From an optimization exercise on the open Yosys and OpenROAD flow, aimed at small area and a short achievable clock period; shortcuts taken in it are not production practice. At most, simulation tests tie the RTL to the original design; equivalence was not proved. The RTL of runs 1 to 4 was laid out without a check of its function. Power and IR drop assume default switching activity.

`design/flow/flow/run.sh`:
```
#!/bin/bash
# Standard layout (the standard.sh, standard synthesis unchanged), with
# the port buffers inserted as the smallest buffer cell instead of the
# default choice. Every tool's output goes to standard.log.
bash standard.sh "BUFFER_PORTS_ARGS=-buffer_cell sky130_fd_sc_hd__buf_1" finish > standard.log 2>&1
```
`design/flow/standard.sh`:
```
#!/bin/bash
# synth_recipe.tcl (not shown) runs the flow's synth.tcl, then flattens the netlist and writes it again
# the make line also repeats each setting of config.mk as NAME=value (left out here)
make -C /OpenROAD-flow-scripts/flow DESIGN_CONFIG=/design/flow/config.mk WORK_HOME=/design/flow/orfs CLKGATE_MAP_FILE= SYNTH_SCRIPT=/design/flow/synth_recipe.tcl "${@:-finish}"
```
`design/flow/config.mk`:
```
export PLATFORM = sky130hd
export DESIGN_NAME = frame_rx
export DESIGN_NICKNAME = frame_rx
export VERILOG_FILES = /design/flow/design.v
export SDC_FILE = /design/flow/constraint.sdc
export NUM_CORES = 4
export LEC_CHECK = 0
export CAP_MARGIN = 20
export CORE_MARGIN = 2
export CORE_UTILIZATION = 40
export PLACE_DENSITY = 0.6
export SETUP_SLACK_MARGIN = 2.5
export SLEW_MARGIN = 20
```
`design/flow/constraint.sdc`:
```
create_clock -name core_clock -period 5.0 [get_ports {clk}]
set_input_delay 1.0000 -clock core_clock [delete_from_list [all_inputs] [get_ports {clk}]]
set_output_delay 1.0000 -clock core_clock [all_outputs]
set_load 0.01 [all_outputs]
```
`design/flow/design.v`:
```
module frame_rx (
    input  wire        clk,
    input  wire        rst,           
    input  wire        in_valid,
    input  wire [7:0]  in_byte,
    output reg         pl_valid,      
    output wire [7:0]  pl_byte,
    output reg         fr_valid,      
    output reg  [2:0]  fr_status,
    output wire [7:0]  fr_ver,
    output wire [7:0]  fr_type,
    output wire [7:0]  fr_seq,
    output wire [15:0] fr_len
);
    localparam [7:0]  SYNC = 8'hA5;
    localparam [16:0] WCNT_PRE = 17'h0F11E;
    localparam [2:0] ST_OK        = 3'd0;
    localparam [2:0] ST_TOO_SHORT = 3'd1;
    localparam [2:0] ST_TRUNCATED = 3'd2;
    localparam [2:0] ST_OVERFLOW  = 3'd3;
    localparam [2:0] ST_BAD_SYNC  = 3'd4;
    localparam [2:0] ST_BAD_LEN   = 3'd5;
    localparam [2:0] ST_BAD_CRC   = 3'd6;
    function [15:0] crc_step;
        input [15:0] acc_in;
        input [7:0]  b;
        reg   [15:0] acc;
        integer      k;
        begin
            acc = acc_in ^ {b, 8'h00};
            for (k = 0; k < 8; k = k + 1) begin
                if (acc[15])
                    acc = {acc[14:0], 1'b0} ^ 16'h1021;
                else
                    acc = {acc[14:0], 1'b0};
            end
            crc_step = acc;
        end
    endfunction
    reg [16:0] wcnt;       
    reg        full;       
    reg        ovf;        
    reg [7:0]  rem;
    reg        zpend;      
    reg [3:0]  cnt;        
    reg [15:0] pl_left;    
    reg        pl_zero;    
    reg [1:0]  tail;       
    reg        sync_ok;    
    reg [7:0]  d_ver, d_type, d_seq, d_len_lo, d_len_hi;
    reg [7:0]  b1;         
    reg [15:0] crc;        
    reg        crc_ok;     
    wire        in_nz   = |in_byte;
    wire        is_term = in_valid && !in_nz;
    wire        is_data = in_valid && in_nz;
    wire        store   = is_data && !full;
    wire        is_code = (rem[7:1] == 7'd0);
    wire        first   = is_code && !rem[0];
    wire        dec_cond  = is_code ? (!first && zpend) : 1'b1;
    wire        dec_valid = store && dec_cond;
    wire        dec_wr    = in_valid && dec_cond;
    wire [7:0]  dec_byte  = is_code ? 8'h00 : in_byte;
    wire        hdr_done  = (cnt >= 4'd6);
    wire        in_pl     = hdr_done && !pl_zero;
    assign pl_byte = b1;
    assign fr_ver  = d_ver;
    assign fr_type = d_type;
    assign fr_seq  = d_seq;
    assign fr_len  = {d_len_hi, d_len_lo};
    reg  [2:0]  verdict;
    always @(*) begin
        if (ovf)                          verdict = ST_OVERFLOW;
        else if (!is_code)                verdict = ST_TRUNCATED;
        else if (cnt != 4'd8)             verdict = ST_TOO_SHORT;
        else if (!sync_ok)                verdict = ST_BAD_SYNC;
        else if (!pl_zero || tail != 2'd2) verdict = ST_BAD_LEN;
        else if (!crc_ok)                 verdict = ST_BAD_CRC;
        else                              verdict = ST_OK;
    end
    always @(posedge clk) begin
        if (rst) begin
            wcnt     <= 17'd0;
            full     <= 1'b0;
            ovf      <= 1'b0;
            rem      <= 8'd0;
            cnt      <= 4'd0;
            pl_valid <= 1'b0;
            fr_valid <= 1'b0;
        end else begin
            pl_valid <= dec_valid && in_pl;
            fr_valid <= is_term;
            if (is_term) begin
                wcnt <= 17'd0;
                full <= 1'b0;
                ovf  <= 1'b0;
                rem  <= 8'd0;
                cnt  <= 4'd0;
            end else begin
                if (is_data && full)
                    ovf <= 1'b1;
                if (store) begin
                    wcnt <= {wcnt[15:0], ~(wcnt[16] ^ wcnt[13])};
                    full <= (wcnt == WCNT_PRE);
                    rem  <= is_code ? in_byte : rem - 8'd1;
                end
                if (dec_valid && cnt != 4'd8)
                    cnt <= cnt + 4'd1;
            end
        end
    end
    always @(posedge clk) begin
        fr_status <= verdict;
        if (in_valid && is_code)
            zpend <= (in_byte != 8'hFF);
        if (in_valid) begin
            case (cnt)
                4'd0: sync_ok  <= (dec_byte == SYNC);
                4'd1: d_ver    <= dec_byte;
                4'd2: d_type   <= dec_byte;
                4'd3: d_seq    <= dec_byte;
                4'd4: d_len_lo <= dec_byte;
                4'd5: d_len_hi <= dec_byte;
                default: ;
            endcase
        end
        if (dec_wr) begin
            b1     <= dec_byte;
            crc_ok <= (crc == {dec_byte, b1});
            if (cnt < 4'd2)
                crc <= 16'hFFFF;
            else
                crc <= crc_step(crc, b1);
            if (cnt == 4'd5) begin
                pl_left <= {dec_byte, d_len_lo};
                pl_zero <= (dec_byte == 8'd0) && (d_len_lo == 8'd0);
                tail    <= 2'd0;
            end else if (in_pl) begin
                pl_left <= pl_left - 16'd1;
                pl_zero <= (pl_left == 16'd1);
            end else if (hdr_done && tail != 2'd3) begin
                tail <= tail + 2'd1;
            end
        end
    end
endmodule
```
==> impl_metrics.yaml, run 1 <==
placed_design:
  port_buffers: 63
  placedCellCount: 709
  dpl.hpwl_um: 8300
  place_ws_ns: 1.728
  gp_routability_congestion: 0.7932
drt:
  viasPerCell: 5.225
  dr.pass1.iters: 4
  postRouteWirelength_um: 12540
  drc_errors: 0
  drtIter0Drc: 245
  vias: 3877
  drtAntennaViolNets: 0
  wl_per_cell_um: 16.90
power_and_ir_drop:
  ir_drop_mv: 0.3470
  p_total_w: 0.003567
  leakagePower_nw: 2.115
  power.density_nw_per_um2: 549.2
global_route:
  grt_pass1_vias: 3750
  antenna_found_initial: 0
  grt_max_degree: 32
  grt_use_total: 0.1780
  grt_pass1_wl_um: 19470
  grt_overflow_total: 0
worst_setup_path:
  crit_path_end_kind: "register"
  cp_max_fo: 24
  crit_arrival_ns: 2.73
  cp-start-kind: "primary input"
  critPathKind: "primary input to register"
  required_ns: 5.32
outcome:
  status: "complete, no violations"
yosys:
  async_reset_ff_frac: 0
  synth_ff_type: "edfxtp_1"
  synth_cells: 483
  synth_edf_count: 86
  ys_ff_latch: 122
  synthesis.nets: 503
  ys_seq_area_frac: 0.6061
  synthDistinctLibCells: 52
  ys.warnings.count: 1
  synth_area_per_cell_um2: 11.28
  syn_area_um2: 5450
layout:
  fin_cells: 742
  drive_gt1_frac: 0.08834
  layout_common_cells: "edfxtp_1, buf_1, nand2_1"
  final_common_cell: "edfxtp_1"
  diodes: 0
  nNetsFinal: 573
  area_growth_pct: 19.17
cts:
  cts_buffers: 17
  clk_pin_slew_ns: 0.06
  cts_tree: "built"
  postCtsHoldBufs: 0
  htree_levels: 4
  cts.sink_count: 122
  cts_setup_buffers: 0
  clock_path_buffers: 2
  cts_resized: 4
  insertion_delay_ns: 0.42
  root_buffer: "clkbuf_16"
floorplanning:
  die_area_um2: 14580
  start_util: 0.4099
  die_h_um: 120.7
  row_count: 42
  boundaryPins: 64
  die_w_um: 120.7
  core_um2: 13300
timing:
  setup_viol: 0
  worst_slew_pin_slew_ns: 0.8028
  period_share: 0.4812
  fmax_mhz: 415.6
  tns_ns: 0
  timing.final.max_slew_violations: 0
  skew_ns: 0.009936
  fin_ws_ns: 2.594
  hold_viol: 0
  grt_setup_unrepaired: "false"
  period_needed_ns: 2.406
  holdWs_ns: 0.4684
  slew_headroom: 0.4635
flow_run:
  maxCapViolCount: 0
hold_path:
  hp-class: "register to register"
-- synth_stat cells (all sizes together) (7+ instances only) --
| master | number | area, um2 |
|---|---|---|
| nor2 | 51 | 191.4 |
| and3 | 7 | 43.79 |
| buf | 11 | 67.56 |
| nor3 | 8 | 45.04 |
| a21oi | 37 | 188.9 |
| xnor2 | 36 | 315.3 |
| nor4 | 9 | 71.32 |
| edfxtp | 86 | 2582 |
| inv | 12 | 45.04 |
| nand4 | 7 | 43.79 |
| nand3 | 10 | 55.05 |
| dfxtp | 36 | 720.7 |
| o21ai | 14 | 73.82 |
| ha | 9 | 112.6 |
| nand2 | 62 | 232.7 |
| and2 | 13 | 81.33 |
| xor2 | 12 | 105.1 |
-- power breakdown --
part / switching (W) / leakage (nW) / internal, W
registers: 0.000115 / 1.05 / 0.00129
logic: 0.000573 / 0.777 / 0.000322
clock network: 0.000440 / 0.289 / 0.000831
-- critical path, stage by stage --
cell and delay, ns:
buf_1 0.15, or4_1 0.67, o21ai_4 0.55, a211oi_1 0.10
a211oi_1 0.25
-- stage by stage --
stage                     utilization  area [um2]
after floorplan                     -        5450
after global placement         0.4392        5839
after detailed placement       0.4392        5839
after CTS                      0.4864        6467
after global routing           0.4885        6495
final                          0.4885        6495
-- sequential cells by signal, summed over array words and instances, names as in the netlist, 2 cells and up --
signal,cells
b1,8
wcnt,17
pl_left,16
d_seq,8
d_type,8
d_len_hi,8
rem,8
cnt,4
crc,16
tail,2
fr_status,3
d_len_lo,8
d_ver,8
-- per-layer routing --
metal,GRT usage,vias to the layer above,part of all wire
met3,0.05566,11,0.057
met2,0.2772,94,0.48
met5,0,-,0
li1,-,1885,-
met4,0.06541,0,0.014
met1,0.2333,1887,0.45
-- layout make-up --
cell class | instances | area (um2)
Inverter | 12 | 45.04
Clock buffer | 20 | 436.7
Sequential cell | 122 | 3303
Clock inverter | 12 | 173.9
Tap cell | 176 | 220.2
Fill cell | 1209 | 6800
Multi-Input combinational cell | 334 | 2049
Timing Repair Buffer | 66 | 266.5
-- cell families (layout without fill, tap and decap cells) --
family	Yosys count	after routing	synth area share
AND/OR/NAND/NOR	197	197	0.1814
flip-flops	122	122	0.6061
AO/OA/AOI/OAI	78	78	0.08770
XOR/XNOR	48	48	0.07713
buffers and inverters	27	110	0.02341
adder cells (fa/ha/maj)	9	9	0.02066
multiplexers	2	2	0.003673
-- path summary, 6_finish.rpt --
path / start / end / slack, ns / cells after the start
setup reg to reg: rem[3] / crc[15] / 2.75 / 5
hold / removal: wcnt[6] / wcnt[7] / 0.47 / 2
hold reg to reg: wcnt[6] / wcnt[7] / 0.47 / 2
setup / recovery: in_byte[5] / rem[1] / 2.59 / 5
==> inputs of run 2 (changes only) <==
--- a/design/flow/config.mk
+++ b/design/flow/config.mk
@@ -11,3 +11,3 @@
 export PLACE_DENSITY = 0.6
-export SETUP_SLACK_MARGIN = 2.5
+export SETUP_SLACK_MARGIN = 3.0
 export SLEW_MARGIN = 20
==> impl_metrics.yaml, run 2 <==
timing:
  period_needed_ns: 2.092
  fmax_mhz: 478.0
  period_share: 0.4184
  slew_headroom: 0.4013
  holdWs_ns: 0.4641
  worst_slew_pin_slew_ns: 0.8912
  timing.final.max_slew_violations: 0
  skew_ns: 0.009667
  tns_ns: 0
  setup_viol: 0
  grt_setup_unrepaired: "true"
  hold_viol: 0
cts:
  htree_levels: 4
  cts_tree: "built"
  clk_pin_slew_ns: 0.05
  insertion_delay_ns: 0.42
  cts.sink_count: 122
  postCtsHoldBufs: 0
  clock_path_buffers: 2
  root_buffer: "clkbuf_16"
  cts_buffers: 17
drt:
  viasPerCell: 5.387
  postRouteWirelength_um: 14420
  vias: 4250
  drtIter0Drc: 368
  drc_errors: 0
  wl_per_cell_um: 18.28
  drtAntennaViolNets: 0
  dr.pass1.iters: 5
layout:
  utilization: 0.5466
  reg_top3: "wcnt (17), crc (16), pl_left (16)"
  drive_gt1_frac: 0.2496
  area_growth_pct: 33.33
  layout_common_cells: "edfxtp_1, nand2_1, nor2_1"
  diodes: 0
  nNetsFinal: 620
  largest_reg_flops: 17
  top_register: "wcnt"
  final_common_cell: "edfxtp_1"
  finalInstanceArea_um2: 7267
worst_setup_path:
  crit_path_end_kind: "register"
  required_ns: 5.35
  ff2ff_path_depth: 5
  cp-start-kind: "primary input"
  cp_max_fo: 6
  crit_arrival_ns: 2.44
  r2r_slack_ns: 3.02
  critPathKind: "primary input to register"
power_and_ir_drop:
  leakagePower_nw: 2.484
  pwr-share-comb: 0.295
  ir_drop_mv: 0.3163
  p_total_w: 0.003776
  seqPwrFrac: 0.368
  power_frac_clock: 0.337
  p_sw_w: 0.001218
  switching_share: 0.3226
  p_int_w: 0.002558
  power.density_nw_per_um2: 519.6
yosys:
  synth_cells: 483
  syn_area_um2: 5450
  ys.warnings.count: 1
  netlist.area_leader.share: 0.4738
  synth.area.top_cells: "edfxtp_1, dfxtp_1, xnor2_1"
  ys_seq_area_frac: 0.6061
  synthesis.nets: 503
  synth_ff_type: "edfxtp_1"
  synth_edf_count: 86
  synthDistinctLibCells: 52
  ys_ff_latch: 122
  synth_common_cells: "edfxtp_1, nand2_1, nor2_1"
  synth.most_common_cell: "edfxtp_1"
  async_reset_ff_frac: 0
  synth_area_per_cell_um2: 11.28
  yosysTopAreaCell: "edfxtp_1"
flow_run:
  maxCapViolCount: 0
placed_design:
  gp_routability_congestion: 0.7999
  placed_cell_area_um2: 5859
  dpl.hpwl_um: 8509
  port_buffers: 63
floorplanning:
  die_h_um: 120.7
  die_w_um: 120.7
  start_util: 0.4099
  core_um2: 13300
  boundaryPins: 64
  row_count: 42
  die_area_um2: 14580
global_route:
  grt_max_degree: 27
  grt_use_total: 0.1999
  antenna_found_initial: 0
  grt_pass1_wl_um: 21820
  grt_pass1_vias: 4043
  grt_overflow_total: 0
outcome:
  status: "complete, no violations"
hold_path:
  hold_path_depth: 2
  hp-class: "register to register"
==> run 2: metrics by stage <==
step | std cells | setup WS (ns)
5_1_grt | 789 | 2.873
3_3_place_gp | 707 | 1.851
3_5_place_dp | 707 | 1.748
6_report | 789 | 2.908
2_1_floorplan | 483 | 2.714
4_1_cts | 775 | 2.960
==> run 2: worst paths after layout <==
path                   start  endpoint
setup / recovery  in_byte[7]   wcnt[5]
hold / removal       wcnt[1]   wcnt[1]
setup reg to reg      rem[1]     b1[0]
hold reg to reg      wcnt[1]   wcnt[1]
==> run 2: cell type report <==
type,count,area (um2)
Inverter,12,48.80
Multi-Input combinational cell,340,2338
Sequential cell,122,3303
Timing Repair inverter,2,15.01
Clock inverter,13,175.2
Tap cell,176,220.2
Fill cell,1120,6028
Clock buffer,19,432.9
Timing Repair Buffer,105,733.2
==> run 2: cell families after synthesis <==
group | share of synthesized area
simple gates | 0.1814
flops | 0.6061
compound gates | 0.08770
xor+xnor | 0.07713
buf+inv | 0.02341
fa+ha+maj | 0.02066
mux | 0.003673
==> run 2: what timing repair did <==
item | in CTS | in global routing
pin swaps | 14 | 10
setup buffers | 28 | 12
gates cloned | 8 | 2
gates resized for setup | 59 | 37
hold endpoints to repair | 0 | 0
endpoints found under the setup margin | 157 | 99
==> run 2: worst max-delay path: stages <==
cell and delay, ns:
buf_8 0.10, or4_4 0.60, o21ai_4 0.22, buf_4 0.17, buf_16 0.12, nand2_1 0.07, a21oi_2 0.16
==> run 2: layer usage <==
| layer | track usage | routed length [um] |
|---|---|---|
| met5 | 0 | 0 |
| met4 | 0.06977 | 235 |
| met3 | 0.05425 | 774 |
| met2 | 0.3121 | 6788 |
| met1 | 0.2685 | 6623 |
==> run 2: power by group through the flow <==
stage / combinational [W] / clock (W) / sequential, W
after detailed placement: 0.000893 / 0 / 0.00142
after global placement: 0.000880 / 0 / 0.00142
after floorplan: 0.000626 / 0 / 0.00142
final: 0.00111 / 0.00127 / 0.00139
after CTS: 0.00106 / 0.00130 / 0.00139
after global routing: 0.00121 / 0.00133 / 0.00140
==> inputs of run 3 (changes only) <==
--- a/design/flow/config.mk
+++ b/design/flow/config.mk
@@ -10,2 +10,4 @@
 export CORE_UTILIZATION = 40
+export CTS_BUF_LIST = sky130_fd_sc_hd__clkbuf_8
+export CTS_CLUSTER_SIZE = 30
 export PLACE_DENSITY = 0.6
==> impl_metrics.yaml, run 3 <==
power_and_ir_drop:
  seqPwrFrac: 0.405
  switching_share: 0.3379
  p_total_w: 0.003426
  p_sw_w: 0.001158
  power_frac_clock: 0.272
  power.density_nw_per_um2: 486.5
  p_int_w: 0.002268
  leakagePower_nw: 2.482
  ir_drop_mv: 0.2959
  pwr-share-comb: 0.323
worst_setup_path:
  crit_start: "d_len_lo[5]"
  cp_top_family: "flip-flops"
  crit_cells: 1
  r2r-start: "pl_left[6]"
  crit_arrival_ns: 1.05
  r2r-end: "pl_left[11]"
  r2r_slack_ns: 3.11
  crit_path_end_kind: "output pin"
  cp_max_fo: 3
  timing.critical_path.buf_inv: 1
  ff2ff_path_depth: 6
  critical_path.endpoint: "fr_len[5]"
  critPathKind: "register to output pin"
  cp_cell_sequence: "buf_1"
  required_ns: 4.00
  slowest_delay_ns: 0.45
  cp-start-kind: "register"
  crit_path_top_delay_cell: "edfxtp_1"
global_route:
  grt_overflow_total: 0
  grt_pass1_wl_um: 21620
  grt_pass1_vias: 4018
  grt_max_degree: 27
  antenna_found_initial: 0
  grt_use_total: 0.1993
yosys:
  synthDistinctLibCells: 52
  async_reset_ff_frac: 0
  ys.warnings.count: 1
  syn_area_um2: 5450
  synth.most_common_cell: "edfxtp_1"
  ys_seq_area_frac: 0.6061
  ys_ff_latch: 122
  synth_edf_count: 86
  synth_common_cells: "edfxtp_1, nand2_1, nor2_1"
  synth_ff_type: "edfxtp_1"
  synthesis.nets: 503
  netlist.area_leader.share: 0.4738
  synth.area.top_cells: "edfxtp_1, dfxtp_1, xnor2_1"
  synth_area_per_cell_um2: 11.28
  yosysTopAreaCell: "edfxtp_1"
  synth_cells: 483
layout:
  final_common_cell: "edfxtp_1"
  nNetsFinal: 617
  reg_top3: "wcnt (17), crc (16), pl_left (16)"
  largest_reg_flops: 17
  top_register: "wcnt"
  finalInstanceArea_um2: 7042
  diodes: 0
  layout_common_cells: "edfxtp_1, nand2_1, nor2_1"
  area_growth_pct: 29.20
  drive_gt1_frac: 0.2721
timing:
  fin_ws_ns: 2.954
  slew_headroom: 0.4110
  skew_ns: 0.01201
  hold_viol: 0
  setup_viol: 0
  period_share: 0.4092
  worst_slew_pin_slew_ns: 0.8767
  period_needed_ns: 2.046
  timing.final.max_slew_violations: 0
  tns_ns: 0
  grt_setup_unrepaired: "true"
  fmax_mhz: 488.8
outcome:
  status: "complete, no violations"
flow_run:
  maxCapViolCount: 0
drt:
  viasPerCell: 5.309
  drtIter0Drc: 342
  drc_errors: 0
  vias: 4173
  wl_per_cell_um: 17.92
  drtAntennaViolNets: 0
  postRouteWirelength_um: 14080
  dr.pass1.iters: 5
cts:
  cts.sink_count: 122
  postCtsHoldBufs: 0
  root_buffer: "clkbuf_8"
  clk_pin_slew_ns: 0.07
  cts_tree: "built"
  cts_buffers: 17
  clock_path_buffers: 2
  htree_levels: 4
  insertion_delay_ns: 0.45
floorplanning:
  row_count: 42
  core_um2: 13300
  die_h_um: 120.7
  die_area_um2: 14580
  boundaryPins: 64
  die_w_um: 120.7
  start_util: 0.4099
placed_design:
  placed_cell_area_um2: 5859
  gp_routability_congestion: 0.7999
  place_ws_ns: 1.748
  port_buffers: 63
  dpl.hpwl_um: 8509
hold_path:
  hold_path_depth: 2
  hp-class: "register to register"
[run 3: worst min path at each step]
stage | start | end
2_1_floorplan | crc_ok | fr_status[1]
3_3_place_gp | wcnt[6] | wcnt[7]
3_5_place_dp | wcnt[1] | wcnt[2]
4_1_cts | wcnt[7] | wcnt[8]
5_1_grt | wcnt[4] | wcnt[5]
6_report | wcnt[9] | wcnt[9]
[run 3: cells by family after synthesis]
logic type,share of synthesized area
AOI/OAI and AO/OA,0.08770
xor gates and xnor gates,0.07713
adders and majority gates,0.02066
buffers and inverters,0.02341
DFF,0.6061
muxes,0.003673
and+or+nand+nor,0.1814
[run 3: repair_timing]
item	4_1_cts	5_1_grt
resized for setup	42	67
pin swaps	10	22
buffers inserted	28	11
cloned	7	1
endpoints found under the setup margin	160	107
[run 3: through the flow]
step	std cells	utilization	hold slack, ns
2_1_floorplan	483	-	0.4358
3_3_place_gp	707	0.4407	0.4525
3_5_place_dp	707	0.4407	0.4589
4_1_cts	774	0.5056	0.4673
5_1_grt	786	0.5296	0.5006
6_report	786	0.5296	0.4752
[run 3: power by group through the flow]
stage | clock network, W | registers (W) | logic, W
CTS | 0.000952 | 0.00138 | 0.00106
floorplan | 0 | 0.00142 | 0.000626
global route | 0.000994 | 0.00140 | 0.00121
finish | 0.000931 | 0.00139 | 0.00111
global placement | 0 | 0.00142 | 0.000880
detailed placement | 0 | 0.00142 | 0.000893
[run 3: layout make-up]
| class | count | area [um2] |
|---|---|---|
| repair buffers | 103 | 713.2 |
| inverters | 12 | 48.80 |
| clock buffers | 17 | 234.0 |
| well taps | 176 | 220.2 |
| fillers | 1184 | 6254 |
| clock inverters | 15 | 182.7 |
| multi-input cells | 340 | 2332 |
| flip-flops and latches | 122 | 3303 |
| repair inverters | 1 | 7.507 |
[run 3: routing by layer]
metal / track usage / up-vias / share of wire
li1: - / 1981 / -
met1: 0.2626 / 2050 / 0.45
met2: 0.3093 / 117 / 0.48
met3: 0.05566 / 25 / 0.056
met4: 0.08285 / 0 / 0.018
met5: 0 / - / 0
==> inputs of run 4 (changes only) <==
==> design/flow/flow/run.sh (replaced) <==
#!/bin/bash
# Standard layout (the standard.sh, standard synthesis unchanged), with
# the port buffers inserted as the smallest buffer cell, and clock tree
# synthesis without dummy balancing loads. Every tool's output goes to
# standard.log.
bash standard.sh "BUFFER_PORTS_ARGS=-buffer_cell sky130_fd_sc_hd__buf_1" \
  "CTS_ARGS=-sink_clustering_enable -repair_clock_nets -dont_use_dummy_load -buf_list sky130_fd_sc_hd__clkbuf_8 -sink_clustering_size 30" \
  finish > standard.log 2>&1
--- a/design/flow/config.mk
+++ b/design/flow/config.mk
@@ -10,4 +10,2 @@
 export CORE_UTILIZATION = 40
-export CTS_BUF_LIST = sky130_fd_sc_hd__clkbuf_8
-export CTS_CLUSTER_SIZE = 30
 export PLACE_DENSITY = 0.6
==> impl_metrics.yaml, run 4 <==
worst_setup_path:
  required_ns: 5.37
  cp_max_fo: 5
  crit_path_end_kind: "register"
  cp-start-kind: "primary input"
  crit_arrival_ns: 2.42
  critPathKind: "primary input to register"
drt:
  drtIter0Drc: 322
  wl_per_cell_um: 18.04
  drc_errors: 0
  dr.pass1.iters: 7
  postRouteWirelength_um: 13850
  drtAntennaViolNets: 0
  vias: 4128
  viasPerCell: 5.375
layout:
  layout_common_cells: "edfxtp_1, nand2_1, nor2_1"
  top_register: "wcnt"
  largest_reg_flops: 17
  diodes: 0
  finalInstanceArea_um2: 6860
  final_common_cell: "edfxtp_1"
  reg_top3: "wcnt (17), crc (16), pl_left (16)"
  area_growth_pct: 25.87
  fin_cells: 768
  drive_gt1_frac: 0.2432
  nNetsFinal: 614
placed_design:
  gp_routability_congestion: 0.7999
  dpl.hpwl_um: 8509
  placedCellCount: 707
  port_buffers: 63
  placed_cell_area_um2: 5859
  place_ws_ns: 1.748
yosys:
  ys_ff_latch: 122
  async_reset_ff_frac: 0
  synth_cells: 483
  synthesis.nets: 503
  synth_ff_type: "edfxtp_1"
  ys_seq_area_frac: 0.6061
  synth.area.top_cells: "edfxtp_1, dfxtp_1, xnor2_1"
  netlist.area_leader.share: 0.4738
  synth.most_common_cell: "edfxtp_1"
  synthDistinctLibCells: 52
  ys.warnings.count: 1
  synth_common_cells: "edfxtp_1, nand2_1, nor2_1"
  syn_area_um2: 5450
  synth_edf_count: 86
  synth_area_per_cell_um2: 11.28
  yosysTopAreaCell: "edfxtp_1"
flow_run:
  maxCapViolCount: 0
global_route:
  top_usage_layer: "met2"
  grt_max_degree: 27
  grt_pass1_wl_um: 20940
  use_met3: 0.05566
  grt_overflow_total: 0
  grt_util_met1: 0.2626
  grt_use_total: 0.1936
  antenna_found_initial: 0
  grt_pass1_vias: 3875
  use_met2: 0.2980
floorplanning:
  die_h_um: 120.7
  boundaryPins: 64
  core_um2: 13300
  die_area_um2: 14580
  row_count: 42
  die_w_um: 120.7
  start_util: 0.4099
timing:
  timing.final.max_slew_violations: 0
  worst_slew_pin_slew_ns: 0.8120
  tns_ns: 0
  skew_ns: 0.02567
  setup_viol: 0
  period_needed_ns: 2.055
  fin_ws_ns: 2.945
  fmax_mhz: 486.7
  holdWs_ns: 0.4683
  grt_setup_unrepaired: "true"
  period_share: 0.4110
  slew_headroom: 0.4545
  hold_viol: 0
cts:
  clock_path_buffers: 2
  postCtsHoldBufs: 0
  cts.sink_count: 122
  cts_tree: "built"
  cts_buffers: 17
  clk_pin_slew_ns: 0.06
  htree_levels: 4
  insertion_delay_ns: 0.45
  root_buffer: "clkbuf_8"
power_and_ir_drop:
  power.density_nw_per_um2: 453.6
  pwr-share-comb: 0.351
  ir_drop_mv: 0.2900
  switching_share: 0.3477
  p_sw_w: 0.001082
  p_int_w: 0.002030
  leakagePower_nw: 2.354
  seqPwrFrac: 0.447
  power_frac_clock: 0.202
outcome:
  status: "complete, no violations"
hold_path:
  hp-class: "register to register"
## run 4: cell counts after synthesis
Identical to the previous run, type by type.
## run 4: final timing paths
check / to / depth (start not counted) / slack, ns / startpoint
worst min-delay path: wcnt[8] / 2 / 0.47 / wcnt[7]
worst min register to register: wcnt[8] / 2 / 0.47 / wcnt[7]
worst max-delay path: wcnt[11] / 7 / 2.95 / in_byte[7]
worst max register to register: b1[6] / 5 / 3.08 / rem[1]
## run 4: kinds of logic (layout without fill, tap and decap cells)
kind of cell | count (synthesis) | after routing | synth area share
compound gates | 78 | 81 | 0.08770
mux | 2 | 2 | 0.003673
buf+inv | 27 | 130 | 0.02341
flops | 122 | 122 | 0.6061
xor+xnor | 48 | 48 | 0.07713
fa+ha+maj | 9 | 9 | 0.02066
simple gates | 197 | 200 | 0.1814
## run 4: power groups by stage
stage	sequential, W	clock (W)	combinational [W]
after floorplan	0.00142	0	0.000626
after global placement	0.00142	0	0.000880
after detailed placement	0.00142	0	0.000893
after global routing	0.00140	0.000690	0.00120
after CTS	0.00138	0.000648	0.00104
final	0.00139	0.000629	0.00109
## run 4: final cells by class
| type | count | area, um2 |
|---|---|---|
| repair buffers | 100 | 735.7 |
| well taps | 176 | 220.2 |
| clock buffers | 17 | 234.0 |
| inverters | 12 | 48.80 |
| repair inverters | 1 | 7.507 |
| fillers | 1194 | 6435 |
| multi-input cells | 340 | 2310 |
| flip-flops and latches | 122 | 3304 |
## run 4: repair_timing
item / CTS / global route
resized for setup: 45 / 61
pin swaps: 7 / 18
setup endpoints to repair: 159 / 103
gates cloned: 7 / 2
hold endpoints to repair: 0 / 0
setup buffers: 24 / 11
## run 4: critical path: stages
cell,delay (ns)
buf_8,0.10
or4_4,0.61
buf_12,0.17
o21ai_4,0.20
clkbuf_16,0.20
nand2_2,0.04
a21oi_1,0.10
## run 4: per-stage QoR
stage          utilization  power (W)
5_1_grt             0.5160   0.003290
3_3_place_gp        0.4407   0.002298
6_report            0.5160   0.003112
2_1_floorplan            -   0.002048
4_1_cts             0.4913   0.003076
3_5_place_dp        0.4407   0.002315
## run 4: metal layers
metal,routed length [um],vias to the layer above
met5,0,-
met4,188,0
met3,759,15
met2,6547,152
met1,6357,2005
li1,-,1956
==> inputs of run 5 (changes only) <==
--- a/design/flow/design.v
+++ b/design/flow/design.v
@@ -15,3 +15,3 @@
     localparam [7:0]  SYNC = 8'hA5;
-    localparam [16:0] WCNT_PRE = 17'h0F11E;
+    localparam [16:0] WCNT_PRE = 17'h0788F;
     localparam [2:0] ST_OK        = 3'd0;
@@ -39,2 +39,4 @@
     endfunction
+    reg [7:0]  rem;
+    reg        zpend;      
     reg [16:0] wcnt;       
@@ -42,4 +44,2 @@
     reg        ovf;        
-    reg [7:0]  rem;
-    reg        zpend;      
     reg [3:0]  cnt;        
@@ -53,14 +53,11 @@
     reg        crc_ok;     
-    wire        in_nz   = |in_byte;
-    wire        is_term = in_valid && !in_nz;
-    wire        is_data = in_valid && in_nz;
-    wire        store   = is_data && !full;
-    wire        is_code = (rem[7:1] == 7'd0);
-    wire        first   = is_code && !rem[0];
-    wire        dec_cond  = is_code ? (!first && zpend) : 1'b1;
-    wire        dec_valid = store && dec_cond;
-    wire        dec_wr    = in_valid && dec_cond;
-    wire [7:0]  dec_byte  = is_code ? 8'h00 : in_byte;
-    wire        hdr_done  = (cnt >= 4'd6);
-    wire        in_pl     = hdr_done && !pl_zero;
+    wire        in_nz    = |in_byte;
+    wire        is_code  = (rem[7:1] == 7'd0);
+    wire        first    = is_code && !rem[0];
+    wire        take     = in_valid && (first || !full);
+    wire        dec_cond = is_code ? (!first && zpend) : 1'b1;
+    wire        dec_wr   = in_valid && dec_cond;
+    wire [7:0]  dec_byte = is_code ? 8'h00 : in_byte;
+    wire        hdr_done = (cnt >= 4'd6);
+    wire        in_pl    = hdr_done && !pl_zero;
     assign pl_byte = b1;
@@ -72,9 +69,10 @@
     always @(*) begin
-        if (ovf)                          verdict = ST_OVERFLOW;
-        else if (!is_code)                verdict = ST_TRUNCATED;
-        else if (cnt != 4'd8)             verdict = ST_TOO_SHORT;
-        else if (!sync_ok)                verdict = ST_BAD_SYNC;
+        if (first)                         verdict = ST_TOO_SHORT;
+        else if (ovf)                      verdict = ST_OVERFLOW;
+        else if (!is_code)                 verdict = ST_TRUNCATED;
+        else if (cnt != 4'd8)              verdict = ST_TOO_SHORT;
+        else if (!sync_ok)                 verdict = ST_BAD_SYNC;
         else if (!pl_zero || tail != 2'd2) verdict = ST_BAD_LEN;
-        else if (!crc_ok)                 verdict = ST_BAD_CRC;
-        else                              verdict = ST_OK;
+        else if (!crc_ok)                  verdict = ST_BAD_CRC;
+        else                               verdict = ST_OK;
     end
@@ -82,7 +80,3 @@
         if (rst) begin
-            wcnt     <= 17'd0;
-            full     <= 1'b0;
-            ovf      <= 1'b0;
             rem      <= 8'd0;
-            cnt      <= 4'd0;
             pl_valid <= 1'b0;
@@ -90,20 +84,11 @@
         end else begin
-            pl_valid <= dec_valid && in_pl;
-            fr_valid <= is_term;
-            if (is_term) begin
-                wcnt <= 17'd0;
-                full <= 1'b0;
-                ovf  <= 1'b0;
-                rem  <= 8'd0;
-                cnt  <= 4'd0;
-            end else begin
-                if (is_data && full)
-                    ovf <= 1'b1;
-                if (store) begin
-                    wcnt <= {wcnt[15:0], ~(wcnt[16] ^ wcnt[13])};
-                    full <= (wcnt == WCNT_PRE);
-                    rem  <= is_code ? in_byte : rem - 8'd1;
-                end
-                if (dec_valid && cnt != 4'd8)
-                    cnt <= cnt + 4'd1;
+            pl_valid <= dec_wr && in_nz && !full && in_pl;
+            fr_valid <= in_valid && !in_nz;
+            if (in_valid) begin
+                if (is_code)
+                    rem <= in_byte;
+                else if (in_nz)
+                    rem <= rem - 8'd1;
+                else
+                    rem <= 8'd0;
             end
@@ -113,4 +98,14 @@
         fr_status <= verdict;
+        if (take) begin
+            wcnt <= first ? 17'd0 : {wcnt[15:0], ~(wcnt[16] ^ wcnt[13])};
+            full <= !first && (wcnt == WCNT_PRE);
+        end
+        if (in_valid)
+            ovf <= !first && (ovf || full);
         if (in_valid && is_code)
             zpend <= (in_byte != 8'hFF);
+        if (in_valid && first)
+            cnt <= 4'd0;
+        else if (dec_wr && cnt != 4'd8)
+            cnt <= cnt + 4'd1;
         if (in_valid) begin
==> impl_metrics.yaml, run 5 <==
yosys:
  ys_seq_area_frac: 0.6315
  synthDistinctLibCells: 54
  synth_edf_count: 105
  synth_common_cells: "edfxtp_1, nand2_1, xnor2_1"
  synth.area.top_cells: "edfxtp_1, dfxtp_1, xnor2_1"
  synth.most_common_cell: "edfxtp_1"
  synth_cells: 444
  netlist.area_leader.share: 0.5700
  synth_area_per_cell_um2: 12.46
  async_reset_ff_frac: 0
  syn_area_um2: 5532
  synthesis.nets: 464
  ys.warnings.count: 1
  yosysTopAreaCell: "edfxtp_1"
  ys_ff_latch: 122
  synth_ff_type: "edfxtp_1"
global_route:
  grt_overflow_total: 0
  antenna_found_initial: 0
  grt_max_degree: 29
  grt_use_total: 0.1779
  grt_pass1_wl_um: 19530
  grt_pass1_vias: 3690
drt:
  vias: 3862
  drtAntennaViolNets: 0
  drtIter0Drc: 227
  drc_errors: 0
  wl_per_cell_um: 17.75
  postRouteWirelength_um: 12820
  dr.pass1.iters: 4
  viasPerCell: 5.349
worst_setup_path:
  cp-start-kind: "primary input"
  critPathKind: "primary input to register"
  cp_max_fo: 7
  required_ns: 5.27
  crit_path_end_kind: "register"
  crit_arrival_ns: 2.32
timing:
  grt_setup_unrepaired: "true"
  worst_slew_pin_slew_ns: 0.6880
  period_share: 0.4107
  slew_headroom: 0.5414
  skew_ns: 0.02499
  timing.final.max_slew_violations: 0
  setup_viol: 0
  period_needed_ns: 2.054
  tns_ns: 0
  hold_viol: 0
  fmax_mhz: 487.0
  holdWs_ns: 0.5291
layout:
  final_common_cell: "edfxtp_1"
  top_register: "wcnt"
  drive_gt1_frac: 0.2179
  nNetsFinal: 568
  multi_input_comb_area_um2: 2098
  finalInstanceArea_um2: 6729
  seqCellArea_um2: 3495
  largest_reg_flops: 17
  area_growth_pct: 21.65
  diodes: 0
  layout_common_cells: "edfxtp_1, buf_1, nand2_1"
  reg_top3: "wcnt (17), crc (16), pl_left (16)"
  utilization: 0.5041
  fillerInstances: 1221
cts:
  root_buffer: "clkbuf_8"
  clock_path_buffers: 2
  cts.sink_count: 122
  clk_pin_slew_ns: 0.06
  cts_buffers: 17
  insertion_delay_ns: 0.43
  htree_levels: 4
  postCtsHoldBufs: 0
  cts_tree: "built"
hold_path:
  hp-class: "register to register"
floorplanning:
  die_w_um: 121.6
  start_util: 0.4144
  die_area_um2: 14790
  die_h_um: 121.6
  boundaryPins: 64
  core_um2: 13350
  row_count: 42
outcome:
  status: "complete, no violations"
power_and_ir_drop:
  power.density_nw_per_um2: 631.2
  p_total_w: 0.004247
  ir_drop_mv: 0.2205
  leakagePower_nw: 2.292
placed_design:
  placed_cell_area_um2: 6025
  dpl.hpwl_um: 8709
  port_buffers: 63
  gp_routability_congestion: 0.8422
flow_run:
  maxCapViolCount: 0
-- run 5: cell count changes in the layout (fill, tap and decap cells not counted), moves of 8 or more --
cell      change
buf_1        +12
a21oi_1      -17
dfxtp_1      -19
edfxtp_1     +19
clkbuf_2     -10
nand2_1      -14
o22ai_2       +8
nor2_1       -25
-- run 5: metrics by stage --
step                      setup WS, ns  std cells
final                            2.946        722
after global routing             2.912        722
after global placement           2.201        670
after floorplan                  2.768        444
after detailed placement         2.145        670
after CTS                        2.928        711
-- run 5: layout make-up --
cell class / count / area share
Multi-Input combinational cell: 291 / 0.3118
Sequential cell: 122 / 0.5193
Timing Repair Buffer: 98 / 0.08535
Tap cell: 176 / 0.03273
Timing Repair inverter: 1 / 0.001116
Clock buffer: 17 / 0.03477
Inverter: 17 / 0.01488
-- run 5: timing repair --
action,in CTS,in global routing
setup buffers,23,11
endpoints found under the hold margin,0,0
gates resized for setup,21,38
endpoints found under the setup margin,142,54
pin swaps,3,5
gates cloned,1,0
-- run 5: path summary, 6_finish.rpt --
path | start | to | slack, ns | cells after the start
max | in_byte[3] | rem[6] | 2.95 | 6
min | cnt[1] | cnt[1] | 0.53 | 2
min reg2reg | cnt[1] | cnt[1] | 0.53 | 2
max reg2reg | rem[4] | crc[0] | 3.09 | 3
-- run 5: per-layer routing --
layer / vias up / GRT usage / wire, um
li1: 1838 / - / -
met1: 1918 / 0.2327 / 5791
met2: 89 / 0.2827 / 6301
met3: 17 / 0.04728 / 493
met4: 0 / 0.07256 / 232
met5: - / 0 / 0
-- run 5: worst max-delay path, stage by stage --
cell      delay [ns]
buf_12          0.11
or4_4           0.53
nand4b_1        0.28
nand4b_1        0.17
buf_6           0.16
o22ai_2         0.08
-- run 5: where the power goes --
group	switching [W]	leakage, nW	internal [W]
logic	0.000970	1.06	0.000779
registers	0.000264	1.11	0.00162
clock network	0.000318	0.122	0.000298
total	0.00155	2.29	0.00269
-- run 5: kinds of logic (layout without fill, tap and decap cells) --
family,after synthesis,count (layout),synth area share
and+or+nand+nor,173,173,0.1753
DFF,122,122,0.6315
AOI/OAI and AO/OA,58,58,0.06967
xor gates and xnor gates,50,50,0.07917
buffers and inverters,31,133,0.02217
adders and majority gates,9,9,0.02036
muxes,1,1,0.001810
==> inputs of run 6 (changes only) <==
--- a/design/flow/config.mk
+++ b/design/flow/config.mk
@@ -9,4 +9,4 @@
 export CORE_MARGIN = 2
-export CORE_UTILIZATION = 40
-export PLACE_DENSITY = 0.6
+export CORE_UTILIZATION = 60
+export PLACE_DENSITY = 0.75
 export SETUP_SLACK_MARGIN = 3.0
==> impl_metrics.yaml, run 6 <==
power_and_ir_drop:
  ir_drop_mv: 0.3494
  power.density_nw_per_um2: 638.9
  seqPwrFrac: 0.445
  p_sw_w: 0.001546
  power_frac_clock: 0.146
  pwr-share-comb: 0.409
  switching_share: 0.3663
  leakagePower_nw: 2.270
  p_int_w: 0.002675
layout:
  area_growth_pct: 19.43
  top_register: "wcnt"
  reg_top3: "wcnt (17), crc (16), pl_left (16)"
  seqCellArea_um2: 3495
  diodes: 0
  nNetsFinal: 566
  utilization: 0.7253
  layout_common_cells: "edfxtp_1, buf_1, nand2_1"
  fillerInstances: 623
  final_common_cell: "edfxtp_1"
  largest_reg_flops: 17
  drive_gt1_frac: 0.1930
  multi_input_comb_area_um2: 2041
drt:
  dr.pass1.iters: 6
  postRouteWirelength_um: 12600
  drtAntennaViolNets: 0
  wl_met2_um: 6142
  top_layer_used: "met4"
  drc_errors: 0
  dr_wl_met3_um: 926
  wl_per_cell_um: 19.23
  vias: 3963
  drtIter0Drc: 403
  viasPerCell: 6.050
  wl_met1_um: 5281
floorplanning:
  row_count: 35
  die_h_um: 100.0
  die_w_um: 100.0
  die_area_um2: 10000
  core_um2: 9109
  start_util: 0.6073
  boundaryPins: 64
cts:
  postCtsHoldBufs: 0
  cts.sink_count: 122
  insertion_delay_ns: 0.42
  cts_tree: "built"
  root_buffer: "clkbuf_8"
  cts_buffers: 17
  clock_path_buffers: 2
  htree_levels: 4
  clk_pin_slew_ns: 0.07
yosys:
  async_reset_ff_frac: 0
  synth_cells: 444
  yosysTopAreaCell: "edfxtp_1"
  synth_area_per_cell_um2: 12.46
  netlist.area_leader.share: 0.5700
  ys_ff_latch: 122
  synth_common_cells: "edfxtp_1, nand2_1, xnor2_1"
  ys_seq_area_frac: 0.6315
  syn_area_um2: 5532
  synthDistinctLibCells: 54
  synth.area.top_cells: "edfxtp_1, dfxtp_1, xnor2_1"
  ys.warnings.count: 1
  synth_edf_count: 105
  synth_ff_type: "edfxtp_1"
  synth.most_common_cell: "edfxtp_1"
  synthesis.nets: 464
global_route:
  grt_pass1_wl_um: 19730
  grt_use_total: 0.2607
  grt_pass1_vias: 3870
  antenna_found_initial: 0
  grt_overflow_total: 0
  grt_max_degree: 29
placed_design:
  gp_routability_congestion: 0.9010
  port_buffers: 63
  dpl.hpwl_um: 8277
outcome:
  status: "complete, no violations"
timing:
  timing.final.max_slew_violations: 0
  holdWs_ns: 0.5228
  hold_viol: 0
  period_needed_ns: 2.068
  tns_ns: 0
  period_share: 0.4136
  worst_slew_pin_slew_ns: 0.5949
  setup_viol: 0
  skew_ns: 0.02172
  slew_headroom: 0.6004
  fmax_mhz: 483.6
  grt_setup_unrepaired: "true"
worst_setup_path:
  critPathKind: "primary input to register"
  cp_max_fo: 5
  crit_path_end_kind: "register"
  crit_arrival_ns: 2.36
  required_ns: 5.29
  cp-start-kind: "primary input"
hold_path:
  hp-class: "register to register"
flow_run:
  maxCapViolCount: 0
-- run 6: cell counts after synthesis --
Identical to the previous run, type by type.
-- run 6: cell families (layout without fill, tap and decap cells) --
family / Yosys count / in the layout / share of synthesized area
adder cells (fa/ha/maj): 9 / 9 / 0.02036
AO/OA/AOI/OAI: 58 / 58 / 0.06967
AND/OR/NAND/NOR: 173 / 173 / 0.1753
buffers and inverters: 31 / 131 / 0.02217
multiplexers: 1 / 1 / 0.001810
flip-flops: 122 / 122 / 0.6315
XOR/XNOR: 50 / 50 / 0.07917
-- run 6: stage by stage --
stage / setup WS, ns / total power, W / instance area (um2) / cells
after floorplan: 2.768 / 0.003005 / 5662 / 444
after global placement: 2.235 / 0.003345 / 5943 / 605
after detailed placement: 2.193 / 0.003390 / 5943 / 605
after CTS: 2.983 / 0.004123 / 6434 / 646
after global routing: 2.887 / 0.004484 / 6606 / 655
final: 2.932 / 0.004221 / 6606 / 655
-- run 6: power groups by stage --
| stage | Sequential, W | Combinational (W) | Clock, W |
|---|---|---|---|
| 6_report | 0.00188 | 0.00172 | 0.000617 |
| 5_1_grt | 0.00191 | 0.00191 | 0.000667 |
| 4_1_cts | 0.00186 | 0.00163 | 0.000624 |
| 3_5_place_dp | 0.00190 | 0.00149 | 0 |
| 3_3_place_gp | 0.00189 | 0.00145 | 0 |
| 2_1_floorplan | 0.00186 | 0.00115 | 0 |
-- run 6: path summary, 6_finish.rpt --
| kind | endpoint | slack (ns) | cells after the start | startpoint |
|---|---|---|---|---|
| worst max register to register | cnt[2] | 2.99 | 6 | cnt[0] |
| worst max-delay path | rem[1] | 2.93 | 6 | in_byte[1] |
| worst min register to register | fr_status[2] | 0.52 | 1 | ovf |
| worst min-delay path | fr_status[2] | 0.52 | 1 | ovf |
-- run 6: area by class of cell --
cell class	count	share of cell area
Timing Repair inverter	1	0.001136
Clock buffer	17	0.03542
Tap cell	111	0.02102
Timing Repair Buffer	96	0.08902
Sequential cell	122	0.5290
Multi-Input combinational cell	291	0.3089
Inverter	17	0.01553
-- run 6: critical path, stage by stage --
cell	delay, ns
buf_8	0.10
or4_4	0.53
nand4b_1	0.30
nand4b_1	0.20
buf_4	0.16
o22ai_2	0.07
-- run 6: what timing repair did --
item	4_1_cts	5_1_grt
cloned	1	0
setup endpoints to repair	157	76
setup buffers	23	9
pin swaps	6	3
resized for setup	21	25
-- run 6: routing by layer --
layer  track usage  vias up
li1              -     1831
met1        0.3584     1912
met2        0.4132      184
met3       0.05641       36
met4       0.09800        0
met5             0        -
==> inputs of run 7 (changes only) <==
--- a/design/flow/flow/run.sh
+++ b/design/flow/flow/run.sh
@@ -6,3 +6,3 @@
 bash standard.sh "BUFFER_PORTS_ARGS=-buffer_cell sky130_fd_sc_hd__buf_1" \
-  "CTS_ARGS=-sink_clustering_enable -repair_clock_nets -dont_use_dummy_load -buf_list sky130_fd_sc_hd__clkbuf_8 -sink_clustering_size 30" \
+  "CTS_ARGS=-sink_clustering_enable -repair_clock_nets -dont_use_dummy_load -buf_list sky130_fd_sc_hd__clkbuf_4 -sink_clustering_size 30" \
   finish > standard.log 2>&1
--- a/design/flow/config.mk
+++ b/design/flow/config.mk
@@ -9,5 +9,5 @@
 export CORE_MARGIN = 2
-export CORE_UTILIZATION = 60
-export PLACE_DENSITY = 0.75
-export SETUP_SLACK_MARGIN = 3.0
+export CORE_UTILIZATION = 40
+export PLACE_DENSITY = 0.6
+export SETUP_SLACK_MARGIN = 3.3
 export SLEW_MARGIN = 20
==> impl_metrics.yaml, run 7 <==
outcome:
  status: "complete, no violations"
yosys:
  ys_seq_area_frac: 0.6315
  synth_area_per_cell_um2: 12.46
  synth_ff_type: "edfxtp_1"
  yosysTopAreaCell: "edfxtp_1"
  ys_ff_latch: 122
  netlist.area_leader.share: 0.5700
  synth_edf_count: 105
  synth.most_common_cell: "edfxtp_1"
  ys.warnings.count: 1
  async_reset_ff_frac: 0
  syn_area_um2: 5532
  synthesis.nets: 464
  synthDistinctLibCells: 54
  synth_common_cells: "edfxtp_1, nand2_1, xnor2_1"
  synth_cells: 444
  synth.area.top_cells: "edfxtp_1, dfxtp_1, xnor2_1"
floorplanning:
  die_area_um2: 14790
  start_util: 0.4144
  die_w_um: 121.6
  die_h_um: 121.6
  row_count: 42
  boundaryPins: 64
  core_um2: 13350
worst_setup_path:
  crit_arrival_ns: 1.15
  cp-start-kind: "register"
  required_ns: 4.00
  r2r_slack_ns: 3.15
  cp_top_family: "flip-flops"
  slowest_delay_ns: 0.46
  cp_max_fo: 2
  timing.critical_path.buf_inv: 1
  critPathKind: "register to output pin"
  cp_cell_sequence: "clkbuf_2"
  crit_path_top_delay_cell: "edfxtp_1"
  crit_path_end_kind: "output pin"
timing:
  setup_viol: 0
  fmax_mhz: 464.1
  timing.final.max_slew_violations: 0
  period_share: 0.4309
  grt_setup_unrepaired: "true"
  hold_viol: 0
  period_needed_ns: 2.155
  skew_ns: 0.02854
  tns_ns: 0
  slew_headroom: 0.4241
  worst_slew_pin_slew_ns: 0.8638
layout:
  finalInstanceArea_um2: 7452
  top_register: "wcnt"
  reg_top3: "wcnt (17), crc (16), pl_left (16)"
  fillerInstances: 1124
  seqCellArea_um2: 3517
  largest_reg_flops: 17
  area_growth_pct: 34.72
  drive_gt1_frac: 0.4000
  layout_common_cells: "edfxtp_1, buf_4, clkbuf_2"
  multi_input_comb_area_um2: 2412
  nNetsFinal: 607
  final_common_cell: "edfxtp_1"
global_route:
  grt_pass1_wl_um: 21180
  grt_max_degree: 23
  grt_overflow_total: 0
  antenna_found_initial: 1
  grt_use_total: 0.1928
  grt_pass1_vias: 3954
cts:
  cts_tree: "built"
  cts_buffers: 17
  clock_path_buffers: 2
  clk_pin_slew_ns: 0.10
  insertion_delay_ns: 0.53
  postCtsHoldBufs: 0
  htree_levels: 4
  root_buffer: "clkbuf_4"
  cts.sink_count: 122
hold_path:
  hp-class: "register to register"
drt:
  viasPerCell: 5.449
  drc_errors: 0
  vias: 4152
  drtIter0Drc: 344
  drtAntennaViolNets: 0
  postRouteWirelength_um: 14380
  dr.pass1.iters: 5
  wl_per_cell_um: 18.88
placed_design:
  port_buffers: 63
  placed_cell_area_um2: 6058
  dpl.hpwl_um: 8771
  gp_routability_congestion: 0.8417
power_and_ir_drop:
  power.density_nw_per_um2: 626.4
  ir_drop_mv: 0.2272
  p_total_w: 0.004668
  leakagePower_nw: 2.657
flow_run:
  maxCapViolCount: 0
run 7: cell counts after synthesis:
Identical to the previous run, type by type.
run 7: path summary, 6_finish.rpt:
| kind | end | cells after the start | startpoint |
|---|---|---|---|
| setup / recovery | pl_byte[5] | 1 | b1[5] |
| hold / removal | fr_status[2] | 1 | ovf |
| setup reg to reg | pl_zero | 4 | pl_left[4] |
| hold reg to reg | fr_status[2] | 1 | ovf |
run 7: report_power, final:
part	switching (W)	internal, W
Clock	0.000298	0.000155
Combinational	0.00117	0.00112
Sequential	0.000298	0.00162
run 7: repair_timing:
| action | in CTS | in global routing |
|---|---|---|
| pin swaps | 13 | 22 |
| setup endpoints to repair | 264 | 170 |
| setup buffers | 41 | 27 |
| resized for setup | 73 | 105 |
| gates cloned | 2 | 5 |
run 7: area by class of cell:
class	instances	area share
Antenna cell	1	0.0003358
Clock buffer	17	0.01713
Sequential cell	122	0.4720
Multi-Input combinational cell	292	0.3237
Timing Repair Buffer	136	0.1410
Timing Repair inverter	1	0.001007
Inverter	17	0.01528
Tap cell	176	0.02955
run 7: through the flow:
stage | utilization | worst slack [ns] | instances | hold WS (ns)
floorplan | - | 2.768 | 444 | 0.4435
global placement | 0.4539 | 2.192 | 669 | 0.5074
detailed placement | 0.4539 | 2.150 | 669 | 0.5068
CTS | 0.5104 | 2.798 | 729 | 0.5358
global route | 0.5583 | 2.775 | 762 | 0.5579
finish | 0.5583 | 2.845 | 762 | 0.5281
run 7: metal layers:
metal  part of all wire  GRT usage
met3              0.064    0.05290
met4              0.022    0.08836
met5                  0   0.003472
met2               0.49     0.3020
met1               0.42     0.2506
run 7: kinds of logic after synthesis:
kind of cell             after synthesis  share of synthesized area
buffers and inverters                 31                    0.02217
multiplexers                           1                   0.001810
AND/OR/NAND/NOR                      173                     0.1753
flip-flops                           122                     0.6315
AO/OA/AOI/OAI                         58                    0.06967
adder cells (fa/ha/maj)                9                    0.02036
XOR/XNOR                              50                    0.07917
==> inputs of run 8 (changes only) <==
--- a/design/flow/config.mk
+++ b/design/flow/config.mk
@@ -11,3 +11,3 @@
 export PLACE_DENSITY = 0.6
-export SETUP_SLACK_MARGIN = 3.3
+export SETUP_SLACK_MARGIN = 3.0
 export SLEW_MARGIN = 20
==> impl_metrics.yaml, run 8 <==
outcome:
  status: "complete, no violations"
drt:
  drtIter0Drc: 243
  vias: 3847
  wl_per_cell_um: 17.55
  drtAntennaViolNets: 0
  viasPerCell: 5.336
  drc_errors: 0
  postRouteWirelength_um: 12650
  dr.pass1.iters: 5
power_and_ir_drop:
  ir_drop_mv: 0.2010
  leakagePower_nw: 2.304
  power.density_nw_per_um2: 615.2
worst_setup_path:
  cp_top_family: "flip-flops"
  crit_path_end_kind: "output pin"
  cp_cell_sequence: "clkbuf_2"
  crit_arrival_ns: 1.14
  cp_max_fo: 2
  cp-start-kind: "register"
  required_ns: 4.00
  crit_path_top_delay_cell: "edfxtp_1"
  timing.critical_path.buf_inv: 1
  critPathKind: "register to output pin"
  slowest_delay_ns: 0.46
layout:
  final_common_cell: "edfxtp_1"
  area_growth_pct: 18.91
  top_register: "wcnt"
  diodes: 0
  layout_common_cells: "edfxtp_1, nand2_1, xnor2_1, clkbuf_2, buf_4"
  drive_gt1_frac: 0.2550
  reg_top3: "wcnt (17), crc (16), pl_left (16)"
  largest_reg_flops: 17
  nNetsFinal: 567
yosys:
  ys_seq_area_frac: 0.6315
  ys_ff_latch: 122
  synthesis.nets: 464
  synth_area_per_cell_um2: 12.46
  synth_ff_type: "edfxtp_1"
  synth_common_cells: "edfxtp_1, nand2_1, xnor2_1"
  synthDistinctLibCells: 54
  netlist.area_leader.share: 0.5700
  async_reset_ff_frac: 0
  synth_cells: 444
  synth_edf_count: 105
  synth.most_common_cell: "edfxtp_1"
  yosysTopAreaCell: "edfxtp_1"
  syn_area_um2: 5532
  synth.area.top_cells: "edfxtp_1, dfxtp_1, xnor2_1"
  ys.warnings.count: 1
cts:
  root_buffer: "clkbuf_4"
  cts_buffers: 17
  cts_tree: "built"
  cts.sink_count: 122
  clk_pin_slew_ns: 0.09
  postCtsHoldBufs: 0
  clock_path_buffers: 2
  htree_levels: 4
  insertion_delay_ns: 0.53
floorplanning:
  start_util: 0.4144
  die_area_um2: 14790
  core_um2: 13350
  row_count: 42
  boundaryPins: 64
  die_h_um: 121.6
  die_w_um: 121.6
timing:
  tns_ns: 0
  fmax_mhz: 467.2
  fin_ws_ns: 2.860
  slew_headroom: 0.6040
  worst_slew_pin_slew_ns: 0.5917
  grt_setup_unrepaired: "true"
  period_share: 0.4280
  setup_viol: 0
  period_needed_ns: 2.140
  hold_viol: 0
  skew_ns: 0.04068
  timing.final.max_slew_violations: 0
placed_design:
  place_ws_ns: 2.145
  port_buffers: 63
  gp_routability_congestion: 0.8422
  dpl.hpwl_um: 8709
global_route:
  grt_pass1_vias: 3651
  antenna_found_initial: 0
  grt_overflow_total: 0
  grt_max_degree: 29
  grt_use_total: 0.1767
  grt_pass1_wl_um: 19460
flow_run:
  maxCapViolCount: 0
hold_path:
  hp-class: "register to register"
==> run 8: cell counts after synthesis <==
No cell type changed its count.
==> run 8: area by class of cell <==
type | count | area (um2)
Sequential cell | 122 | 3498
Fill cell | 1237 | 6770
Timing Repair Buffer | 97 | 591.8
Clock buffer | 17 | 127.6
Tap cell | 176 | 220.2
Timing Repair inverter | 1 | 7.507
Multi-Input combinational cell | 291 | 2032
Inverter | 17 | 100.1
==> run 8: worst paths after layout <==
kind	startpoint	endpoint	slack, ns	depth (start not counted)
max reg2reg	rem[5]	crc_ok	3.11	4
min	ovf	fr_status[2]	0.52	1
max	b1[4]	pl_byte[4]	2.86	1
min reg2reg	ovf	fr_status[2]	0.52	1
==> run 8: metal layers <==
layer  share of wire  up-vias  routed length, um  track usage
li1                -     1843                  -            -
met2            0.48      102               6129       0.2746
met5               0        -                  0            0
met4           0.021        0                272      0.07256
met3           0.043       21                545      0.04728
met1            0.45     1881               5706       0.2360
==> run 8: kinds of logic after synthesis <==
group | Yosys count | share of synthesized area
DFF | 122 | 0.6315
adders and majority gates | 9 | 0.02036
AOI/OAI and AO/OA | 58 | 0.06967
muxes | 1 | 0.001810
and+or+nand+nor | 173 | 0.1753
xor gates and xnor gates | 50 | 0.07917
buffers and inverters | 31 | 0.02217
==> run 8: through the flow <==
stage | area [um2] | cells | util | total power, W | hold WS (ns)
2_1_floorplan | 5662 | 444 | - | 0.003005 | 0.4435
4_1_cts | 6337 | 707 | 0.4748 | 0.003956 | 0.5412
3_3_place_gp | 6025 | 670 | 0.4514 | 0.003377 | 0.5030
5_1_grt | 6578 | 721 | 0.4928 | 0.004330 | 0.5576
3_5_place_dp | 6025 | 670 | 0.4514 | 0.003410 | 0.5200
6_report | 6578 | 721 | 0.4928 | 0.004046 | 0.5222
==> run 8: power by group <==
group	switching [W]	internal (W)	total, W	leakage, nW
clock network	0.000298	0.000155	0.000452	0.0782
registers	0.000260	0.00161	0.00187	1.11
logic	0.000949	0.000771	0.00172	1.11
==> run 8: repair_timing <==
action                                 in CTS  in global routing
endpoints found under the hold margin       0                  0
setup buffers                              19                 14
resized for setup                          20                 55
pin swaps                                   2                  5
gates cloned                                1                  0
setup endpoints to repair                 166                130
==> inputs of run 9 (changes only) <==
--- a/design/flow/flow/run.sh
+++ b/design/flow/flow/run.sh
@@ -7,2 +7,2 @@
   "CTS_ARGS=-sink_clustering_enable -repair_clock_nets -dont_use_dummy_load -buf_list sky130_fd_sc_hd__clkbuf_4 -sink_clustering_size 30" \
-  finish > standard.log 2>&1
+  RECOVER_POWER=50 finish > standard.log 2>&1
==> impl_metrics.yaml, run 9 <==
global_route:
  grt_overflow_total: 0
  grt_max_degree: 29
  grt_pass1_wl_um: 19460
  antenna_found_initial: 0
  grt_use_total: 0.1767
  grt_pass1_vias: 3651
timing:
  grt_setup_unrepaired: "true"
  worst_slew_pin_slew_ns: 1.232
  tns_ns: 0
  timing.final.max_slew_violations: 0
  period_needed_ns: 3.247
  holdWs_ns: 0.5228
  setup_viol: 0
  period_share: 0.6493
  slew_headroom: 0.1725
  fmax_mhz: 308.0
  skew_ns: 0.03890
  hold_viol: 0
floorplanning:
  core_um2: 13350
  die_area_um2: 14790
  die_h_um: 121.6
  die_w_um: 121.6
  start_util: 0.4144
  boundaryPins: 64
  row_count: 42
placed_design:
  gp_routability_congestion: 0.8422
  dpl.hpwl_um: 8709
  port_buffers: 63
drt:
  drtAntennaViolNets: 0
  vias: 3881
  dr.pass1.iters: 5
  wl_per_cell_um: 17.52
  postRouteWirelength_um: 12630
  drtIter0Drc: 252
  drc_errors: 0
  viasPerCell: 5.383
layout:
  nNetsFinal: 567
  largest_reg_flops: 17
  final_common_cell: "edfxtp_1"
  drive_gt1_frac: 0.2239
  reg_top3: "wcnt (17), crc (16), pl_left (16)"
  layout_common_cells: "edfxtp_1, nand2_1, xnor2_1, clkbuf_2, buf_4"
  diodes: 0
  top_register: "wcnt"
  area_growth_pct: 16.74
yosys:
  ys_ff_latch: 122
  async_reset_ff_frac: 0
  synth.area.top_cells: "edfxtp_1, dfxtp_1, xnor2_1"
  synthDistinctLibCells: 54
  synthesis.nets: 464
  synth_common_cells: "edfxtp_1, nand2_1, xnor2_1"
  ys_seq_area_frac: 0.6315
  syn_area_um2: 5532
  ys.warnings.count: 1
  synth_area_per_cell_um2: 12.46
  synth_ff_type: "edfxtp_1"
  yosysTopAreaCell: "edfxtp_1"
  netlist.area_leader.share: 0.5700
  synth_edf_count: 105
  synth_cells: 444
  synth.most_common_cell: "edfxtp_1"
worst_setup_path:
  crit_path_top_delay_cell: "clkinvlp_2"
  cp-start-kind: "primary input"
  r2r_slack_ns: 2.46
  cp_cell_sequence: "clkbuf_1 > clkinvlp_2 > a31o_1 > clkinvlp_4 > clkbuf_1"
  critPathKind: "primary input to register"
  required_ns: 5.15
  cp_top_family: "buffers and inverters"
  cp_max_fo: 22
  crit_top_cell: "clkbuf_1"
  crit_arrival_ns: 3.40
  crit_start: "in_valid"
  crit_path_end_kind: "register"
  r2r-start: "rem[4]"
  slowest_delay_ns: 0.75
  timing.critical_path.buf_inv: 4
outcome:
  status: "complete, no violations"
hold_path:
  hp-start: "ovf"
  hp-class: "register to register"
cts:
  root_buffer: "clkbuf_4"
  cts_buffers: 17
  insertion_delay_ns: 0.53
  postCtsHoldBufs: 0
  clock_path_buffers: 2
  htree_levels: 4
  cts_tree: "built"
  cts.sink_count: 122
  clk_pin_slew_ns: 0.08
power_and_ir_drop:
  power.density_nw_per_um2: 612.8
  p_int_w: 0.002483
  power_frac_clock: 0.114
  switching_share: 0.3726
  seqPwrFrac: 0.472
  p_sw_w: 0.001474
  leakagePower_nw: 2.239
  pwr-share-comb: 0.415
  ir_drop_mv: 0.2010
flow_run:
  maxCapViolCount: 0
==> run 9: routing by layer <==
metal	wire length [um]	vias to the layer above	global-route usage
met2	6127	104	0.2746
met1	5699	1914	0.2360
met5	0	-	0
met4	245	0	0.07256
met3	559	20	0.04728
li1	-	1843	-
==> run 9: area by class of cell <==
| class | count | area [um2] |
|---|---|---|
| Sequential cell | 122 | 3497 |
| Multi-Input combinational cell | 291 | 1961 |
| Fill cell | 1256 | 6890 |
| Timing Repair inverter | 1 | 7.507 |
| Inverter | 17 | 88.84 |
| Clock buffer | 17 | 127.6 |
| Tap cell | 176 | 220.2 |
| Timing Repair Buffer | 97 | 555.5 |
==> run 9: path summary, 6_finish.rpt <==
path / endpoint / cells past startpoint
setup / recovery: b1[1] / 5
hold / removal: fr_status[2] / 1
setup reg to reg: d_len_hi[2] / 4
hold reg to reg: fr_status[2] / 1
==> run 9: logic make-up after synthesis <==
logic type / count (synthesis) / share of synthesized area
AOI/OAI and AO/OA: 58 / 0.06967
buffers and inverters: 31 / 0.02217
xor gates and xnor gates: 50 / 0.07917
and+or+nand+nor: 173 / 0.1753
adders and majority gates: 9 / 0.02036
muxes: 1 / 0.001810
DFF: 122 / 0.6315
==> run 9: worst reg2reg max path, cell delays in order, from the launching register on <==
cell,delay (ns)
dfxtp_1,0.36
nor4_1,0.75
buf_4,0.23
nand2_1,0.42
and2_0,0.49
==> run 9: power groups by stage <==
| stage | registers, W | logic (W) | clock network [W] |
|---|---|---|---|
| 2_1_floorplan | 0.00186 | 0.00115 | 0 |
| 3_3_place_gp | 0.00191 | 0.00147 | 0 |
| 3_5_place_dp | 0.00191 | 0.00150 | 0 |
| 4_1_cts | 0.00187 | 0.00162 | 0.000467 |
| 5_1_grt | 0.00191 | 0.00182 | 0.000513 |
| 6_report | 0.00187 | 0.00164 | 0.000450 |
==> run 9: metrics by stage <==
stage | area (um2) | total power, W | utilization | worst slack (ns) | cells
5_1_grt | 6457 | 0.004240 | 0.4838 | 1.567 | 721
3_3_place_gp | 6025 | 0.003377 | 0.4514 | 2.201 | 670
2_1_floorplan | 5662 | 0.003005 | - | 2.768 | 444
3_5_place_dp | 6025 | 0.003410 | 0.4514 | 2.145 | 670
6_report | 6457 | 0.003957 | 0.4838 | 1.753 | 721
4_1_cts | 6337 | 0.003956 | 0.4748 | 2.811 | 707
==> run 9: timing repair <==
action,in CTS,in global routing
setup buffers,19,14
setup endpoints to repair,166,130
endpoints found under the hold margin,0,0
gates cloned,1,0
pin swaps,2,5
gates resized for setup,20,55

## what the ideal ports hide
The results above use ideal ports. As a check the final layouts listed here were re-extracted and re-timed, cells and wires unchanged. Step 1: set_driving_cell puts a clkbuf_16 on clk and a buf_2 on each other input, an assumption about the parent block. Step 2 times the ports against the registers' clock, not the clock port: input delays grow and output delays shrink by t, the midpoint of the rising clock arrivals with the driver on. Slacks: ideal ports / drivers / drivers and shift; pairs: ideal ports / drivers.
| run | shift t [ns] | setup slack, ns | worst slew at a driven data input, ns |
|---|---|---|---|
| run 1 | 0.450 | 2.594 / 2.613 / 2.163 | 0.04 |
| run 2 | 0.457 | 2.908 / 2.898 / 2.441 | 0.07 |
| run 3 | 0.477 | 2.954 / 2.919 / 2.480 | 0.06 |
| run 4 | 0.470 | 2.945 / 2.932 / 2.462 | 0.08 |
| run 5 | 0.458 | 2.946 / 2.924 / 2.467 | 0.08 |
| run 6 | 0.443 | 2.932 / 2.926 / 2.483 | 0.06 |
| run 7 | 0.551 | 2.845 / 2.809 / 2.429 | 0.06 |
| run 8 | 0.546 | 2.860 / 2.823 / 2.445 | 0.03 |
| run 9 | 0.543 | 1.753 / 1.767 / 1.223 | 0.03 |
After both steps every run listed still meets setup and hold. For run 9, which loses most, drivers alone change the setup slack by +0.014 ns; drivers and shift together by -0.530 ns.
